This is an optimization exercise on Yosys and OpenROAD, whose aim is small area, not a production implementation.
Function was checked by simulation only, so behaviour that the tests miss may differ from the original.
Power and IR drop assume default switching activity.

Design nrg_top, start of the top module:
module nrg_top (
    input  wire        clk,
    input  wire        rst,           
    input  wire        host_we,
    input  wire [6:0]  host_addr,
    input  wire [31:0] host_wdata,
    output reg  [31:0] host_rdata,
    output wire        req_valid,
    output wire [1:0]  req_kind,      
    output wire [2:0]  req_area,
    output wire [15:0] req_unit,
    output wire [15:0] req_start,
    output wire [1:0]  req_wc,
    output wire [31:0] req_data,
    input  wire        ans_valid,
    input  wire        ans_err,
    input  wire [7:0]  ans_len,
    input  wire [31:0] ans_data
);
Settings: LEC_CHECK=0, CAP_MARGIN=20, CORE_MARGIN=2, CORE_UTILIZATION=45, SLEW_MARGIN=20; clock period 10.0 ns.
standard.sh (not shown) runs the stock make flow with config.mk's settings and CLKGATE_MAP_FILE= SYNTH_SCRIPT=/design/flow/synth_recipe.tcl, a recipe that flattens the netlist after the stock synthesis.
==> flow/flow/run.sh <==
#!/bin/bash
# Own layout flow: the standard ORFS flow (standard.sh, unchanged
# synthesis), with two changes to how the layout is made:
#  - the port buffers are the smallest buffer cell instead of a delay cell,
#  - the clock tree is built from clkbuf_8 cells in clusters of at most 14
#    sinks within 60 um, without dummy loads.
# make's full output goes to make.log; ORFS keeps each step's log in orfs/logs.
set -euo pipefail
cd "$(dirname "$0")/.."
export BUFFER_PORTS_ARGS="-buffer_cell sky130_fd_sc_hd__buf_1"
export CTS_ARGS="-sink_clustering_enable -repair_clock_nets -dont_use_dummy_load -buf_list sky130_fd_sc_hd__clkbuf_8 -sink_clustering_size 14 -sink_clustering_max_diameter 60"
bash standard.sh > make.log 2>&1
Next try:
==> flow/flow/run.sh (replaced) <==
#!/bin/bash
# Own layout flow: the standard ORFS flow (standard.sh, unchanged
# synthesis), with two changes to how the layout is made:
#  - the port buffers are the smallest buffer cell instead of a delay cell,
#  - the clock tree is built from clkbuf_4 cells (clkbuf_8 at the root) in
#    clusters of at most 8 sinks within 50 um, without dummy loads.
# make's full output goes to make.log; ORFS keeps each step's log in orfs/logs.
set -euo pipefail
cd "$(dirname "$0")/.."
export BUFFER_PORTS_ARGS="-buffer_cell sky130_fd_sc_hd__buf_1"
export CTS_ARGS="-sink_clustering_enable -repair_clock_nets -dont_use_dummy_load -buf_list sky130_fd_sc_hd__clkbuf_4 -root_buf sky130_fd_sc_hd__clkbuf_8 -sink_clustering_size 8 -sink_clustering_max_diameter 50"
bash standard.sh > make.log 2>&1
--- a/flow/config.mk
+++ b/flow/config.mk
@@ -7,5 +7,6 @@
 export LEC_CHECK = 0
-export CAP_MARGIN = 20
+export CAP_MARGIN = 10
 export CORE_MARGIN = 2
-export CORE_UTILIZATION = 45
-export SLEW_MARGIN = 20
+export CORE_UTILIZATION = 60
+export SLEW_MARGIN = 10
+export SYNTH_HIERARCHICAL = 1
Result: Sequential power came out higher by about 5%. Combinational power grows by 12%. Cell area decreases by 2.6%. Setup slack improves by 0.30 ns.
Next try:
==> flow/flow/run.sh (replaced) <==
#!/bin/bash
# Own layout flow: the standard ORFS flow (standard.sh, unchanged
# synthesis), with two changes to how the layout is made:
#  - the port buffers are the smallest buffer cell instead of a delay cell,
#  - the clock tree is built from clkbuf_8 cells in clusters of at most 14
#    sinks within 60 um, without dummy loads.
# make's full output goes to make.log; ORFS keeps each step's log in orfs/logs.
set -euo pipefail
cd "$(dirname "$0")/.."
export BUFFER_PORTS_ARGS="-buffer_cell sky130_fd_sc_hd__buf_1"
export CTS_ARGS="-sink_clustering_enable -repair_clock_nets -dont_use_dummy_load -buf_list sky130_fd_sc_hd__clkbuf_8 -sink_clustering_size 14 -sink_clustering_max_diameter 60"
bash standard.sh > make.log 2>&1
--- a/flow/config.mk
+++ b/flow/config.mk
@@ -7,6 +7,6 @@
 export LEC_CHECK = 0
-export CAP_MARGIN = 10
+export CAP_MARGIN = 20
 export CORE_MARGIN = 2
 export CORE_UTILIZATION = 60
-export SLEW_MARGIN = 10
+export SLEW_MARGIN = 20
 export SYNTH_HIERARCHICAL = 1
Die area is unchanged.
Fmax stays flat.
Area after synthesis does not change.
Final cell count goes down slightly.
Global-route usage drops by 0.68 points.
Worst setup slack is worse by 0.016 ns.
Hold slack loses 0.0057 ns.
Flip-flop and latch count stays the same.
Register-to-register slack improved by 0.03 ns.
Count of clock-buffer cells in the layout goes down by 20.
Next try:
--- a/flow/config.mk
+++ b/flow/config.mk
@@ -9,3 +9,3 @@
 export CORE_MARGIN = 2
-export CORE_UTILIZATION = 60
+export CORE_UTILIZATION = 45
 export SLEW_MARGIN = 20
After rerunning:
- The changed run finished clean
- flip-flop and latch count does not change
- non-clock buffer count stays the same
- synthesized cell count is unchanged
- cell count rose by about 6%
- routed wire length rose by 9.0%
- via count drops by about 4%
- combinational power rose by about 0.9%
- global-route usage came out lower by 8.2 points
- power rises by 3.2%
Next try:
==> flow/flow/run.sh (replaced) <==
#!/bin/bash
# Own layout flow: the standard ORFS flow (standard.sh, unchanged
# synthesis), with two changes to how the layout is made:
#  - the port buffers are the smallest buffer cell instead of a delay cell,
#  - the clock tree is built from clkbuf_4 cells (clkbuf_8 at the root) in
#    clusters of at most 8 sinks within 50 um, without dummy loads.
# make's full output goes to make.log; ORFS keeps each step's log in orfs/logs.
set -euo pipefail
cd "$(dirname "$0")/.."
export BUFFER_PORTS_ARGS="-buffer_cell sky130_fd_sc_hd__buf_1"
export CTS_ARGS="-sink_clustering_enable -repair_clock_nets -dont_use_dummy_load -buf_list sky130_fd_sc_hd__clkbuf_4 -root_buf sky130_fd_sc_hd__clkbuf_8 -sink_clustering_size 8 -sink_clustering_max_diameter 50"
bash standard.sh > make.log 2>&1
--- a/flow/config.mk
+++ b/flow/config.mk
@@ -7,6 +7,6 @@
 export LEC_CHECK = 0
-export CAP_MARGIN = 20
+export CAP_MARGIN = 10
 export CORE_MARGIN = 2
 export CORE_UTILIZATION = 45
-export SLEW_MARGIN = 20
+export SLEW_MARGIN = 10
 export SYNTH_HIERARCHICAL = 1
=> Wire length hardly moves; worst hold slack improved by 0.013 ns; die area is unchanged; critical path depth does not change; setup slack got worse by 0.039 ns; total power fell by 2.6%; clock skew fell by 0.016 ns; sequential share of layout area rose by 0.23 points; cell area fell by 0.45%; register-to-register slack got worse by 0.05 ns; global-route usage barely changes.

-- separate check: timing with driven ports --
In the flow no input, the clock included, has a driving cell. The finished layouts below were timed again as built, in two steps.
Step 1 sets driving cells, clkbuf_16 on the clock port and buf_2 on the other inputs (assumed; they add their load-dependent delay and slew).
Step 2 times the ports against the registers' clock, not the clock port: input delays grow and output delays shrink by t, the midpoint of the rising clock arrivals with the driver on.
a / b / c = no drivers / after step 1 / after step 2; a / b = the first two.
run | t, ns | setup WS [ns] | worst register clock-pin slew, ns | worst slew at a driven data input, ns | cell pins on the clock port's net
the first run | 0.678 | 1.508 / 1.478 / 1.478 | 0.10 / 0.10 | 0.07 | 1
the second run | 0.653 | 1.803 / 1.753 / 1.909 | 0.11 / 0.11 | 0.08 | 1
the third run | 0.687 | 1.788 / 1.738 / 1.948 | 0.10 / 0.10 | 0.07 | 1
the fourth run | 0.653 | 2.004 / 1.973 / 1.973 | 0.09 / 0.09 | 0.07 | 1
the fifth run | 0.660 | 1.964 / 1.916 / 1.942 | 0.10 / 0.10 | 0.07 | 1
After both steps every run listed still meets setup and hold. The setup slack of the fourth run, which loses most, moves by -0.031 ns with the drivers and by -0.031 ns with both steps.
